Source: an optimization exercise on an open RTL-to-GDS flow (aim: small area, a short achievable clock period and few clock cycles). Production flows keep margins and buffers that such runs may drop.
Where RTL was checked, it was by simulation tests only, not by an equivalence proof against the original.
The RTL of runs 1 and 2 was laid out without a check of its function.
Power figures rest on the tool's default switching activity, not on a simulated workload.

**flow/design.v**
```verilog
module erpc_codec (
    input  wire        clk,
    input  wire        rst,
    input  wire        cmd_valid,
    output wire        cmd_ready,
    input  wire [7:0]  cmd_op,
    input  wire [8:0]  cmd_service,
    input  wire [7:0]  cmd_request,
    input  wire [2:0]  cmd_msg_type,
    input  wire [31:0] cmd_sequence,
    input  wire [15:0] cmd_f_len,
    input  wire [15:0] cmd_f_crc,
    input  wire [7:0]  cmd_byte,
    input  wire [15:0] cmd_len,
    input  wire        in_valid,
    output wire        in_ready,
    input  wire [31:0] in_data,
    output reg         done,
    output wire [3:0]  status,
    output wire [15:0] crc_out,
    output wire [63:0] out_bytes,
    output wire [3:0]  consumed,
    output wire [8:0]  o_service,
    output wire [7:0]  o_request,
    output wire [2:0]  o_msg_type,
    output wire [31:0] o_sequence,
    output wire [15:0] o_len,
    output wire [15:0] o_crc
);
    localparam [15:0] CRC_INIT = 16'hEF4A;
    localparam [15:0] CRC_POLY = 16'h1021;
    function [15:0] crc_byte;
        input [15:0] c;
        input [7:0]  b;
        integer i;
        reg [15:0] r;
        begin
            r = c ^ {b, 8'h00};
            for (i = 0; i < 8; i = i + 1)
                r = r[15] ? ((r << 1) ^ CRC_POLY) : (r << 1);
            crc_byte = r;
        end
    endfunction
    reg        busy;         
    reg        last_q;       
    reg [1:0]  tail;         
    reg        k_crc;        
    reg        k_frm;        
    reg        k_match;      
    reg        chk;          
    reg        ocrc_sel;     
    reg [15:0] crc;
    reg [31:0] W;            
    reg [31:0] L;
    reg [3:0]  st;
    reg        cons8, cons4;
    wire [13:0] cnt = W[13:0];    
    assign cmd_ready = !busy;
    assign in_ready  = busy;
    wire acc  = cmd_valid && !busy;
    wire beat = in_valid && busy;
    wire [7:0] op = cmd_op;
    wire op_ok   = (op[7:6] == 2'b00) && (op[3:2] == 2'b00) && (op[5:4] != 2'b00);
    wire is_init = (op == 8'h10);
    wire is_upd  = (op == 8'h11);
    wire is_bufc = (op == 8'h13) || (op == 8'h30) || (op == 8'h33);
    wire is_enc  = (op == 8'h20);
    wire is_bld  = (op == 8'h22);
    wire is_hdec = (op == 8'h21);
    wire is_mat  = (op == 8'h23);
    wire is_fenc = (op == 8'h31);
    wire is_fdec = (op == 8'h32);
    wire svc_ok  = !cmd_service[8] && (cmd_service[7:4] == 4'd0) && (cmd_service[3:0] != 4'd0);
    wire mt_ok   = !cmd_msg_type[2];
    wire len0    = (cmd_len == 16'd0);
    wire len_ge8 = (cmd_len[15:3] != 13'd0);
    wire len_ge4 = (cmd_len[15:2] != 14'd0);
    wire len_le4 = (cmd_len[15:3] == 13'd0) && (!cmd_len[2] || cmd_len[1:0] == 2'd0);
    wire [7:0] d0 = busy ? in_data[7:0] : cmd_byte;
    wire [7:0] d1 = in_data[15:8];
    wire [7:0] d2 = in_data[23:16];
    wire [7:0] d3 = in_data[31:24];
    wire [7:0] ch = crc[15:8];
    wire [7:0] cl = crc[7:0];
    wire n1 = !busy || (last_q && tail == 2'd1);
    wire n2 = busy && last_q && tail == 2'd2;
    wire n3 = busy && last_q && tail == 2'd3;
    wire n4 = busy && (!last_q || tail == 2'd0);
    wire [7:0] m0 = {8{n4}} & (d0 ^ ch);
    wire [7:0] m1 = ({8{n4}} & (d1 ^ cl)) | ({8{n3}} & (d0 ^ ch));
    wire [7:0] m2 = ({8{n4}} & d2) | ({8{n3}} & (d1 ^ cl)) | ({8{n2}} & (d0 ^ ch));
    wire [7:0] m3 = ({8{n4}} & d3) | ({8{n3}} & d2) | ({8{n2}} & (d1 ^ cl)) | ({8{n1}} & (d0 ^ ch));
    wire [15:0] crc_next = crc_byte(crc_byte(crc_byte(crc_byte(16'h0000, m0), m1), m2), m3)
                           ^ ({16{n1}} & {cl, 8'h00});
    always @(posedge clk) begin
        if (rst) begin
            busy  <= 1'b0;
            done  <= 1'b0;
            crc   <= CRC_INIT;
            st    <= 4'd0;
            chk   <= 1'b0;
        end else begin
            done <= 1'b0;
            if (acc) begin
                chk      <= (op == 8'h33);
                ocrc_sel <= !op[1];
                W        <= is_bufc ? {16'd0, cmd_len[15:2]} : cmd_sequence;
                if (!op[4])
                    L <= {8'h01, cmd_service[7:0], cmd_request, 5'd0, cmd_msg_type & {3{~op[1]}}};
                else
                    L <= {cmd_f_crc, op[0] ? cmd_f_len : cmd_len};
                tail   <= cmd_len[1:0];
                last_q <= is_bufc ? len_le4 : is_fdec;
                k_crc  <= is_bufc;
                k_frm  <= is_fdec;
                k_match <= is_mat;
                cons8  <= 1'b0;
                cons4  <= 1'b0;
                st     <= 4'd0;
                busy   <= 1'b0;
                done   <= 1'b1;
                if (is_init || is_bufc)
                    crc <= CRC_INIT;
                if (is_upd)
                    crc <= crc_next;
                if (is_bufc && !len0) begin
                    busy <= 1'b1;
                    done <= 1'b0;
                end
                if (is_enc && !(svc_ok && mt_ok))
                    st <= 4'd15;
                if (is_bld && !svc_ok)
                    st <= 4'd15;
                if (is_hdec) begin
                    if (len_ge8) begin
                        busy  <= 1'b1;
                        done  <= 1'b0;
                        cons8 <= 1'b1;
                    end else
                        st <= 4'd8;
                end
                if (is_mat) begin
                    if (!svc_ok)
                        st <= 4'd15;
                    else if (!len_ge8)
                        st <= 4'd1;
                    else begin
                        busy  <= 1'b1;
                        done  <= 1'b0;
                        cons8 <= 1'b1;
                    end
                end
                if (is_fdec) begin
                    if (len_ge4) begin
                        busy  <= 1'b1;
                        done  <= 1'b0;
                        cons4 <= 1'b1;
                    end else
                        st <= 4'd8;
                end
                if (!op_ok)
                    st <= 4'd15;
            end
            if (beat) begin
                if (k_crc) begin
                    W[13:0] <= cnt - 14'd1;
                    last_q  <= (cnt[13:2] == 12'd0) && (tail == 2'd0 ? cnt[1:0] == 2'd2 : cnt[1:0] == 2'd1);
                end else
                    last_q  <= 1'b1;
                if (last_q) begin
                    busy <= 1'b0;
                    done <= 1'b1;
                end
                if (k_crc)
                    crc <= crc_next;
                else if (k_frm)
                    L <= in_data;
                else if (!last_q) begin
                    L <= in_data;
                    if (k_match && !(in_data[7:0] == 8'h02 && in_data[23:8] == L[23:8])) begin
                        st    <= 4'd4;
                        cons8 <= 1'b0;
                    end
                end else
                    W <= in_data;
            end
        end
    end
    assign status     = {st[3], st[2], st[1] | (chk && (crc != L[31:16])), st[0]};
    assign crc_out    = crc;
    assign out_bytes  = {W, L};
    assign consumed   = {cons8, cons4, 2'b00};
    assign o_sequence = W;
    assign o_request  = L[15:8];
    assign o_service  = (L[23:20] == 4'd0 && L[19:16] != 4'd0) ? {1'b0, L[23:16]} : 9'h100;
    assign o_msg_type = (L[7:2] == 6'd0) ? {1'b0, L[1:0]} : 3'd4;
    assign o_len      = L[15:0];
    assign o_crc      = ocrc_sel ? crc : L[31:16];
endmodule
```
**flow/run.sh**
```bash
#!/bin/bash
# synth_recipe.tcl (not shown) runs the flow's synth.tcl, then flattens the netlist and writes it again
# the make line also repeats each setting of config.mk as NAME=value (left out here)
make -C /OpenROAD-flow-scripts/flow DESIGN_CONFIG=/design/flow/config.mk WORK_HOME=/design/flow/orfs CLKGATE_MAP_FILE= SYNTH_SCRIPT=/design/flow/synth_recipe.tcl finish
```
**flow/config.mk**
```make
export PLATFORM = sky130hd
export DESIGN_NAME = erpc_codec
export DESIGN_NICKNAME = erpc_codec
export VERILOG_FILES = /design/flow/design.v
export SDC_FILE = /design/flow/constraint.sdc
export NUM_CORES = 4
export LEC_CHECK = 0
export CAP_MARGIN = 20
export CORE_MARGIN = 2
export CORE_UTILIZATION = 40
export SETUP_SLACK_MARGIN = 2.5
export SLEW_MARGIN = 20
```
**flow/constraint.sdc**
```tcl
create_clock -name core_clock -period 5.0 [get_ports {clk}]
set_input_delay 1.0000 -clock core_clock [delete_from_list [all_inputs] [get_ports {clk}]]
set_output_delay 1.0000 -clock core_clock [all_outputs]
set_load 0.01 [all_outputs]
```
==> impl_results.md, run 1 <==
* Most used DFF post-synth: edfxtp_1
* # rows at 54
* Met3 wire len at 3.84 mm
* TritonCTS clock tree: yes
* IO Pins at 327
* Hold Crit Class: flop to flop
* Clk buf depth at 2
* Number of synthesized register bits at 96
* Lkg Pwr at 5.83 nW
* Fraction of layout instances using a drive strength above 1 at 36.2%
* M1 wire length at 16.5 mm
* Core Region at 21600 um2
* Status: timing/DRC/antenna clean
* Final worst-path cycle share at 75.8%
* Initial antenna violation count at 0
* Clock Pin Slew Worst Setup and Hold Paths at 0.08 ns
* Max VDD drop at 0.000176 V
* Met2 wire length at 20.5 mm
* Hold Path Stages at 2
* Initial core utilization at 40.3%
* Largest net degree at the start of global routing at 65
* Sequential area share after synthesis at 30.4%
* Synth top area share at 25.2%
* Via density at 5.75
* DP Wirelength at 28.7 mm
* Root Buffer: clkbuf_16
* TritonCTS buffer count at 9
* Layout area overhead at 70.2%
* Routability cong. at 0.907
* Global-route wire length before repair at 58.9 mm
* ANT nets after route at 0
* Slew Viols, Final at 0
* Drt first-iter violations at 827
* Max Clock Skew at 0.0111 ns
* Slew HR at 23.8%
* Clock Latency Late Sink at 0.37 ns
* FFs w/ async S/R, synth at 0%
* Fin Setup TNS at 0 ns
* Multi-input logic area at 6600 um2
* Total grt overflow at 0
* Power per cell area at 182 nW/um2
* Register area at 2680 um2
* Fmax at 264 MHz
* Unrepaired setup endpoints after global routing: true
* GRT Util Overall at 35.4%
* DR WL/cell at 25.5 um
* Crit path arrival time at 4.05 ns
* Most common cell in the netlist: nand2_1
* Final Setup Violations at 0
* Max-cap violations at 0
* Vias in the first global route at 8956
* Fill count at 1798
* Routed vias at 9540
* Crit start category: input port
* Synth area leader: edfxtp_1
* Hold Violations, Final at 0
* Drt pass-1 iters at 5
* Reg2Reg Depth at 16
* DRC viols at 0
* Post-synth EDFFs at 73
* Commonest cells in the netlist: nand2_1, a21oi_1, nor2_1
* Slew @ Worst Pin at 1.14 ns
* Die Wd at 152 um
* Die height at 152 um
* H-tree lvl count at 3
* Total die area at 23000 um2
* Final net count at 1525
* Period minus WS final at 3.79 ns
* Port Buffers at 320
* Total Power at 2.70 mW
* Crit. End Element: flop
* Syn_area_per_cell at 8.73 um2
* Ranking of synthesized cells by area: edfxtp_1, buf_4, xnor2_1
* CP max FO at 7
* Yosys Warn Count at 1
* Clock tree sinks at 96
* Post-Synthesis Cells at 998
* Critical path class: input port to flop
* DRT Wirelength at 42.3 mm
* Distinct cells, synth at 65
* DR top layer: met4
* Post-Syn Area at 8710 um2
* Req. time, crit path at 5.27 ns
## routing by layer
metal | vias up | global-route usage [%]
met5 | - | 0
met4 | 0 | 12.6
met3 | 80 | 6.35
met2 | 544 | 59.2
met1 | 4640 | 46.1
li1 | 4276 | -
## per-stage QoR
step	hold WS, ns	area (um2)	utilization (%)	setup WS [ns]	std cells
finish	0.495	14800	68.6	1.21	1658
global route	0.532	14800	68.6	1.14	1657
CTS	0.499	14100	65.1	1.24	1633
detailed placement	0.482	12000	55.7	0.328	1493
global placement	0.479	12000	55.7	0.374	1493
floorplan	0.455	9070	-	1.37	1003
## report_power, final
part / total [mW] / switching (mW) / internal (mW)
Sequential: 0.975 / 0.0600 / 0.915
Clock: 0.717 / 0.358 / 0.359
Combinational: 1.00 / 0.459 / 0.546
## cells in the final DEF, fill, tap and decap left out, types with 13 or more instances in the layout
cell type / instances
clkdlybuf4s50_1: 232
buf_4: 110
nand2_1: 87
nor2_1: 85
edfxtp_1: 73
buf_6: 68
o21ai_0: 52
a21oi_1: 51
a21oi_2: 44
xor2_1: 37
xnor2_1: 31
mux2i_1: 26
o21ai_1: 24
mux2_2: 23
buf_2: 23
xnor2_2: 19
and3_4: 18
a221oi_1: 15
xnor2_4: 14
dfxtp_2: 13
## cells by family after synthesis
family | Yosys count | synth area share, %
flops | 96 | 30.4
simple gates | 298 | 15.9
buf+inv | 149 | 9.40
xor+xnor | 138 | 18.8
compound gates | 254 | 17.7
mux | 61 | 7.68
other cells | 1 | 0.0430
fa+ha+maj | 1 | 0.144
## worst max-delay path, cell delays in order
cell and delay [ns]:
clkdlybuf4s15_2 0.24, mux2i_4 0.09, buf_4 0.16, xnor2_4 0.26, xnor3_1 0.47, nand2_2 0.14, xnor2_4 0.14, xnor3_2 0.43
buf_6 0.17, xnor2_4 0.14, xnor2_2 0.16, buf_4 0.15, buf_6 0.11, xnor2_2 0.12, a221oi_1 0.27
## area by class of cell
cell class	instances	share of cell area [%]
multi-input combinational	759	44.5
timing repair buffer	490	32.6
sequential	96	18.1
tap	280	2.36
clock buffer	10	1.61
inverter	15	0.447
clock inverter	6	0.329
timing repair inverter	1	0.0337
antenna	1	0.0169
## flip-flops by register name, indices dropped and copies added, names as in the netlist
name      count
L            32
W            32
busy          1
chk           1
cons4         1
cons8         1
crc          16
done          1
k_crc         1
k_frm         1
k_match       1
last_q        1
ocrc_sel      1
st            4
tail          2
## repair_timing
item                       CTS  global route
hold buffers                 0             0
buffers inserted           117            22
hold endpoints to repair     0             0
setup endpoints to repair  203           125
pin swaps                   82            64
gates resized for setup    459           143
cloned                       7             2
## path summary, 6_finish.rpt
check	startpoint	end	slack [ns]
setup / recovery	cmd_byte[6]	crc[5]	1.21
hold / removal	chk	chk	0.49
setup reg to reg	busy	crc[5]	1.35
hold reg to reg	chk	chk	0.49
==> run 2, diff against run 1 <==
--- a/flow/config.mk
+++ b/flow/config.mk
@@ -5,6 +5,7 @@
 export SDC_FILE = /design/flow/constraint.sdc
 export NUM_CORES = 4
 export LEC_CHECK = 0
+export ABC_CLOCK_PERIOD_IN_PS = 2000
 export CAP_MARGIN = 20
 export CORE_MARGIN = 2
 export CORE_UTILIZATION = 40
==> run 2 against run 1 <==
Effect of this change: still clean on timing, DRC and antenna; via count stayed put; synthesized cell count is the same; routed wire length unchanged; sequential power hardly changed; utilization did not move; non-clock buffer count unchanged; cell count did not move; global-route usage did not move; fmax stayed put; design area did not move; total power is the same; die area did not move; critical endpoint unchanged; largest cell class unchanged; largest power group unchanged; highest routed layer unchanged.
==> impl_results.md, run 2 <==
* Status: timing/DRC/antenna clean
* Yosys Warn Count at 1
* Sw Ratio at 32.5%
* Mux share of post-synthesis cell area at 7.68%
* ANT nets after route at 0
* Number of synthesized register bits at 96
* # hold bufs at CTS at 0
* Hold EP: chk
* Logic pwr share at 37.2%
* Clock tree sinks at 96
* Initial antenna violation count at 0
* Layout area overhead at 70.2%
* Most common cell after layout, fill and taps aside: clkdlybuf4s50_1
* Sequential Power Share at 36.2%
* Worst Setup Slack, final at 1.21 ns
* R2R Path Start: busy
* Clock Latency Late Sink at 0.37 ns
* Slew @ Worst Pin at 1.14 ns
* Post-synth EDFFs at 73
* Post-synthesis compound-gate area fraction at 17.7%
* Reg2Reg Depth at 16
* DP Wirelength at 28.7 mm
* Sequential area share after synthesis at 30.4%
* Via density at 5.75
* Final net count at 1525
* Period minus WS final at 3.79 ns
* Synth top area share at 25.2%
* Internal Power at 1.82 mW
* Largest net degree at the start of global routing at 65
* Global-route wire length before repair at 58.9 mm
* IO Pins at 327
* Ranking of synthesized cells by area: edfxtp_1, buf_4, xnor2_1
* Post-Synthesis Cells at 998
* DR WL/cell at 25.5 um
* Main combinational cell family by area after synthesis: XOR/XNOR gates
* Worst R2R End: crc[5]
* Drt first-iter violations at 827
* Lkg Pwr at 5.83 nW
* Die height at 152 um
* Synth Area in Adders at 0.144%
* DR top layer: met4
* Total grt overflow at 0
* Max-cap violations at 0
* Total die area at 23000 um2
* Slew HR at 23.8%
* Die Wd at 152 um
* Req. time, crit path at 5.27 ns
* H-tree lvl count at 3
* Hold Path Stages at 2
* Max Clock Skew at 0.0111 ns
* Commonest cells in the netlist: nand2_1, a21oi_1, nor2_1
* DRC viols at 0
* M1 wire length at 16.5 mm
* CP max FO at 7
* Clock Pin Slew Worst Setup and Hold Paths at 0.08 ns
* Critical path class: input port to flop
* Clk buf depth at 2
* Post-Syn Area at 8710 um2
* Hold Violations, Final at 0
* Initial core utilization at 40.3%
* Fill count at 1798
* Largest regs: L: 32 flops, W: 32 flops, crc: 16 flops
* Routed vias at 9540
* Drt pass-1 iters at 5
* Fmax at 264 MHz
* DRT Wirelength at 42.3 mm
* Most used DFF post-synth: edfxtp_1
* Unrepaired setup endpoints after global routing: true
* Max VDD drop at 0.000176 V
* GRT Util Overall at 35.4%
* Most frequent cells in the layout: clkdlybuf4s50_1, buf_4, nand2_1, nor2_1, edfxtp_1
* Clk pwr share at 26.6%
* Slew Viols, Final at 0
* Met2 wire length at 20.5 mm
* Port Buffers at 320
* TritonCTS clock tree: yes
* Crit. End Element: flop
* Crit path arrival time at 4.05 ns
* FFs w/ async S/R, synth at 0%
* TritonCTS buffer count at 9
* Hold Crit Class: flop to flop
* Final worst-path cycle share at 75.8%
* Syn_area_per_cell at 8.73 um2
* Setup WS pre-CTS at 0.328 ns
* Worst Hold Slack at 0.495 ns
* Fraction of layout instances using a drive strength above 1 at 36.2%
* Most common cell in the netlist: nand2_1
* Core Region at 21600 um2
* Root Buffer: clkbuf_16
* Hold wc startpoint: chk
* Fin Setup TNS at 0 ns
* Power per cell area at 182 nW/um2
* Routability cong. at 0.907
* Vias in the first global route at 8956
* Crit start category: input port
* Xor/xnor cell area share of the yosys netlist at 18.8%
* Met3 wire len at 3.84 mm
* Psw at 0.877 mW
* Final Setup Violations at 0
* Synth area leader: edfxtp_1
* Distinct cells, synth at 65
* R2R setup slack at 1.35 ns
* Post-Synth Simple-Gate Area at 15.9%
* # rows at 54
* Total Power at 2.70 mW
==> run 2: cell counts in the layout (fill, tap and decap cells not counted) <==
No cell type changed its count.
==> run 2: worst max-delay path by stage <==
stage | start | end | slack, ns | depth (start not counted)
global placement | in_data[3] | crc[12] | 0.37 | 11
global route | in_data[7] | crc[5] | 1.14 | 17
detailed placement | in_data[3] | crc[12] | 0.33 | 11
floorplan | cmd_byte[7] | crc[12] | 1.37 | 10
CTS | in_data[7] | crc[12] | 1.24 | 13
finish | cmd_byte[6] | crc[5] | 1.21 | 15
==> run 2: area by class of cell <==
cell class	count	area (um2)	share of cell area [%]
Antenna cell	1	2.50	0.0169
Timing Repair Buffer	490	4840	32.6
Timing Repair inverter	1	5.00	0.0337
Clock inverter	6	48.8	0.329
Clock buffer	10	239	1.61
Inverter	15	66.3	0.447
Multi-Input combinational cell	759	6600	44.5
Tap cell	280	350	2.36
Sequential cell	96	2680	18.1
==> run 2: power groups by stage <==
stage	Sequential (mW)	Combinational, mW	Clock, mW
floorplan	0.999	0.413	0
global route	0.982	1.06	0.743
CTS	0.974	0.929	0.723
detailed placement	1.01	0.784	0
finish	0.975	1.00	0.717
global placement	1.01	0.780	0
==> run 2: what timing repair did <==
item | CTS | global route
gates cloned | 7 | 2
setup buffers | 117 | 22
gates resized for setup | 459 | 143
endpoints found under the hold margin | 0 | 0
setup endpoints to repair | 203 | 125
pin swaps | 82 | 64
==> run 2: routing by layer <==
metal | global-route usage (%) | vias up
met4 | 12.6 | 0
li1 | - | 4276
met3 | 6.35 | 80
met2 | 59.2 | 544
met1 | 46.1 | 4640
met5 | 0 | -
==> run 2: critical path, stage by stage <==
cell             delay, ns
clkdlybuf4s15_2       0.24
mux2i_4               0.09
buf_4                 0.16
xnor2_4               0.26
xnor3_1               0.47
nand2_2               0.14
xnor2_4               0.14
xnor3_2               0.43
buf_6                 0.17
xnor2_4               0.14
xnor2_2               0.16
buf_4                 0.15
buf_6                 0.11
xnor2_2               0.12
a221oi_1              0.27
==> run 2: through the flow <==
stage,utilization (%),instance area [um2],std cells
finish,68.6,14800,1658
global route,68.6,14800,1657
CTS,65.1,14100,1633
detailed placement,55.7,12000,1493
global placement,55.7,12000,1493
floorplan,-,9070,1003
==> run 2: logic make-up (layout without fill, tap and decap cells) <==
logic type,Yosys count,in the layout
other cells,1,7
mux,61,61
compound gates,254,254
buf+inv,149,522
simple gates,298,299
fa+ha+maj,1,1
flops,96,96
xor+xnor,138,138
==> run 3, diff against run 2 <==
--- a/flow/design.v
+++ b/flow/design.v
@@ -43,6 +43,7 @@
     endfunction
     reg        busy;         
     reg        last_q;       
+    reg [13:0] cnt;          
     reg [1:0]  tail;         
     reg        k_crc;        
     reg        k_frm;        
@@ -50,11 +51,10 @@
     reg        chk;          
     reg        ocrc_sel;     
     reg [15:0] crc;
-    reg [31:0] W;            
+    reg [31:0] W;
     reg [31:0] L;
     reg [3:0]  st;
     reg        cons8, cons4;
-    wire [13:0] cnt = W[13:0];    
     assign cmd_ready = !busy;
     assign in_ready  = busy;
     wire acc  = cmd_valid && !busy;
@@ -75,17 +75,17 @@
     wire len0    = (cmd_len == 16'd0);
     wire len_ge8 = (cmd_len[15:3] != 13'd0);
     wire len_ge4 = (cmd_len[15:2] != 14'd0);
-    wire len_le4 = (cmd_len[15:3] == 13'd0) && (!cmd_len[2] || cmd_len[1:0] == 2'd0);
+    wire [15:0] lenm1 = cmd_len - 16'd1;
     wire [7:0] d0 = busy ? in_data[7:0] : cmd_byte;
     wire [7:0] d1 = in_data[15:8];
     wire [7:0] d2 = in_data[23:16];
     wire [7:0] d3 = in_data[31:24];
     wire [7:0] ch = crc[15:8];
     wire [7:0] cl = crc[7:0];
-    wire n1 = !busy || (last_q && tail == 2'd1);
-    wire n2 = busy && last_q && tail == 2'd2;
-    wire n3 = busy && last_q && tail == 2'd3;
-    wire n4 = busy && (!last_q || tail == 2'd0);
+    wire n1 = !busy || (last_q && tail == 2'd0);
+    wire n2 = busy && last_q && tail == 2'd1;
+    wire n3 = busy && last_q && tail == 2'd2;
+    wire n4 = busy && (!last_q || tail == 2'd3);
     wire [7:0] m0 = {8{n4}} & (d0 ^ ch);
     wire [7:0] m1 = ({8{n4}} & (d1 ^ cl)) | ({8{n3}} & (d0 ^ ch));
     wire [7:0] m2 = ({8{n4}} & d2) | ({8{n3}} & (d1 ^ cl)) | ({8{n2}} & (d0 ^ ch));
@@ -104,13 +104,14 @@
             if (acc) begin
                 chk      <= (op == 8'h33);
                 ocrc_sel <= !op[1];
-                W        <= is_bufc ? {16'd0, cmd_len[15:2]} : cmd_sequence;
+                W        <= cmd_sequence;
                 if (!op[4])
                     L <= {8'h01, cmd_service[7:0], cmd_request, 5'd0, cmd_msg_type & {3{~op[1]}}};
                 else
                     L <= {cmd_f_crc, op[0] ? cmd_f_len : cmd_len};
-                tail   <= cmd_len[1:0];
-                last_q <= is_bufc ? len_le4 : is_fdec;
+                cnt    <= is_bufc ? lenm1[15:2] : {13'd0, !is_fdec};
+                tail   <= lenm1[1:0];
+                last_q <= is_bufc ? (lenm1[15:2] == 14'd0) : is_fdec;
                 k_crc  <= is_bufc;
                 k_frm  <= is_fdec;
                 k_match <= is_mat;
@@ -162,11 +163,8 @@
                     st <= 4'd15;
             end
             if (beat) begin
-                if (k_crc) begin
-                    W[13:0] <= cnt - 14'd1;
-                    last_q  <= (cnt[13:2] == 12'd0) && (tail == 2'd0 ? cnt[1:0] == 2'd2 : cnt[1:0] == 2'd1);
-                end else
-                    last_q  <= 1'b1;
+                cnt    <= cnt - 14'd1;
+                last_q <= (cnt == 14'd1);
                 if (last_q) begin
                     busy <= 1'b0;
                     done <= 1'b1;
--- a/flow/config.mk
+++ b/flow/config.mk
@@ -5,9 +5,7 @@
 export SDC_FILE = /design/flow/constraint.sdc
 export NUM_CORES = 4
 export LEC_CHECK = 0
-export ABC_CLOCK_PERIOD_IN_PS = 2000
 export CAP_MARGIN = 20
 export CORE_MARGIN = 2
 export CORE_UTILIZATION = 40
-export SETUP_SLACK_MARGIN = 2.5
 export SLEW_MARGIN = 20
==> run 3 against run 2 <==
Effect of this change: fmax decreased by 16%; clock power increased by 2%; critical path type unchanged; design area decreased by 13%; highest routed layer is now met5; first-iteration DRC count decreased by 22%; largest power group is now sequential cells; combinational power decreased by 24%; clock-buffer cell count increased by 1; utilization decreased by 13 points.
==> impl_results.md, run 3 <==
* Clk pwr share at 28.0%
* Post-Syn Area at 9520 um2
* DP Area at 12700 um2
* DP Wirelength at 29.1 mm
* # hold bufs at CTS at 0
* Yosys Warn Count at 1
* Core Region at 23400 um2
* DRT Wirelength at 37.6 mm
* Global-route wire length before repair at 54.4 mm
* Final worst-path cycle share at 90.2%
* Hold wc startpoint: chk
* Hold Crit Class: flop to flop
* Total grt overflow at 0
* Post-synth EDFFs at 87
* Largest regs: L: 32 flops, W: 32 flops, crc: 16 flops
* FFs w/ async S/R, synth at 0%
* Post-Synthesis Cells at 1047
* Crit start category: input port
* Internal Power at 1.82 mW
* TritonCTS clock tree: yes
* Routed vias at 8984
* Status: timing/DRC/antenna clean
* Power per cell area at 201 nW/um2
* Post-route cell area at 13000 um2
* Root Buffer: clkbuf_16
* Initial antenna violation count at 2
* R2R Path Start: busy
* Clk buf depth at 2
* Max-cap violations at 0
* Synth area leader: edfxtp_1
* Fraction of layout instances using a drive strength above 1 at 8.28%
* Ranking of synthesized cells by area: edfxtp_1, mux2i_1, xnor2_1
* Setup repair bufs after CTS at 0
* Max Clock Skew at 0.0118 ns
* Psw at 0.784 mW
* CP max FO at 8
* Most frequent cells in the layout: clkdlybuf4s50_1, nand2_1, o21ai_0, edfxtp_1, xnor2_1
* Syn_area_per_cell at 9.09 um2
* Req. time, crit path at 5.25 ns
* Largest net degree at the start of global routing at 65
* Slew Viols, Final at 0
* Synth top area share at 27.4%
* Drt first-iter violations at 642
* Fin Setup TNS at 0 ns
* Distinct cells, synth at 75
* Port Buffers at 320
* Vias in the first global route at 8518
* DRC viols at 0
* Critical path class: input port to flop
* Slew HR at 29.4%
* Layout area overhead at 36.2%
* Most used DFF post-synth: edfxtp_1
* Final Setup Violations at 0
* DR WL/cell at 23.4 um
* Slew @ Worst Pin at 1.05 ns
* R2R setup slack at 0.53 ns
* Lkg Pwr at 4.78 nW
* ANT nets after route at 0
* Drt pass-1 iters at 7
* Crit path arrival time at 4.76 ns
* Sequential area share after synthesis at 32.3%
* Most common cell in the netlist: nand2_1
* TritonCTS buffer count at 9
* Final net count at 1442
* Sw Ratio at 30.1%
* Clock tree sinks at 110
* Initial core utilization at 40.7%
* Via density at 5.57
* # rows at 56
* Number of synthesized register bits at 110
* Fmax at 222 MHz
* Clock Pin Slew Worst Setup and Hold Paths at 0.08 ns
* Die Wd at 158 um
* Clock Latency Late Sink at 0.36 ns
* Max VDD drop at 0.000171 V
* IO Pins at 327
* Crit. End Element: flop
* H-tree lvl count at 3
* GRT Util Overall at 29.6%
* Unrepaired setup endpoints after global routing: false
* CP startpoint: in_data[4]
* Sequential Power Share at 42.9%
* Die height at 158 um
* Routability cong. at 0.933
* Period minus WS final at 4.51 ns
* Hold Violations, Final at 0
* Logic pwr share at 29.0%
* Commonest cells in the netlist: nand2_1, o21ai_0, edfxtp_1
* Total die area at 25000 um2
* Fill count at 2186
* Post-CTS resize count at 0
* Most common cell after layout, fill and taps aside: clkdlybuf4s50_1
-- run 3: cell count changes in the layout (fill, tap and decap cells not counted), sizes merged, moves of 19 or more --
| cell | before | now |
|---|---|---|
| clkdlybuf4s50 | 232 | 319 |
| buf | 221 | 38 |
| a21oi | 96 | 58 |
| mux2i | 37 | 60 |
| o21ai | 81 | 100 |
| nand2 | 97 | 135 |
| nor2 | 95 | 54 |
-- run 3: cell type report --
cell class | count | area (um2) | share of cell area (%)
multi-input cells | 789 | 5630 | 43.4
diodes | 1 | 2.50 | 0.0193
inverters | 20 | 75.1 | 0.579
well taps | 319 | 399 | 3.08
repair buffers | 357 | 3500 | 27.0
clock buffers | 11 | 243 | 1.87
flip-flops and latches | 110 | 3070 | 23.7
clock inverters | 5 | 43.8 | 0.338
-- run 3: power by group through the flow --
stage / combinational, mW / clock, mW / sequential (mW)
floorplan: 0.376 / 0 / 1.13
global placement: 0.749 / 0 / 1.14
detailed placement: 0.751 / 0 / 1.14
CTS: 0.755 / 0.746 / 1.12
global route: 0.808 / 0.776 / 1.12
finish: 0.756 / 0.730 / 1.12
-- run 3: critical path, stage by stage --
cell             delay, ns
clkdlybuf4s50_1       0.67
mux2i_4               0.15
xnor2_2               0.42
nor2_1                0.07
a222oi_1              0.40
xnor3_1               0.51
xnor3_2               0.30
xnor3_2               0.52
xor2_4                0.24
nor4bb_1              0.38
nor4b_2               0.10
-- run 3: cells by family after synthesis --
group | after synthesis | share of synthesized area [%]
adder cells (fa/ha/maj) | 3 | 0.394
multiplexers | 81 | 9.36
AO/OA/AOI/OAI | 245 | 16.0
other | 1 | 0.0394
buffers and inverters | 153 | 8.98
flip-flops | 110 | 32.3
AND/OR/NAND/NOR | 313 | 15.7
XOR/XNOR | 141 | 17.3
-- run 3: per-layer routing --
metal,up-vias,global-route usage [%],share of wire (%)
met5,-,0,0.035
met4,2,9.57,2.7
met3,49,5.80,8.6
met2,444,48.4,47
met1,4292,39.6,42
li1,4197,-,-
-- run 3: worst paths after layout --
check / endpoint / depth (start not counted)
hold reg to reg: chk / 2
setup reg to reg: crc[5] / 11
setup / recovery: crc[5] / 11
hold / removal: chk / 2
-- run 3: per-stage QoR --
stage	std cells	utilization (%)	total power [mW]	hold WS (ns)	setup WS, ns
5_1_grt	1612	55.4	2.71	0.544	0.359
2_1_floorplan	1052	-	1.51	0.458	0.956
4_1_cts	1611	55.4	2.62	0.506	0.557
6_report	1612	55.4	2.60	0.503	0.491
3_5_place_dp	1595	54.2	1.89	0.487	0.168
3_3_place_gp	1595	54.2	1.89	0.477	0.295
Testbench counts of run 3, summed over its fixed seeds: cycles 121,025.

-- re-timing with driven ports --
No port has a modelled driver above. Below, the same layouts with a new extraction and two added sets of constraints.
Step 1, drivers: a clkbuf_16 drives clk and a buf_2 each remaining input, both assumed.
Step 2, shift: input delay + t, output delay - t, t = (earliest + latest rising clock arrival at the registers) / 2. This alone moves slack from input paths to output paths.
Three values: ideal ports, drivers, drivers and shift; two values: the first two.
run | t (ns) | slack for setup (ns) | hold slack, ns
run 1 | 0.411 | 1.212 / 1.222 / 0.810 | 0.495 / 0.495 / 0.495
run 2 | 0.411 | 1.212 / 1.222 / 0.810 | 0.495 / 0.495 / 0.495
run 3 | 0.406 | 0.491 / 0.506 / 0.100 | 0.503 / 0.503 / 0.503
After both steps every run listed still meets setup and hold.
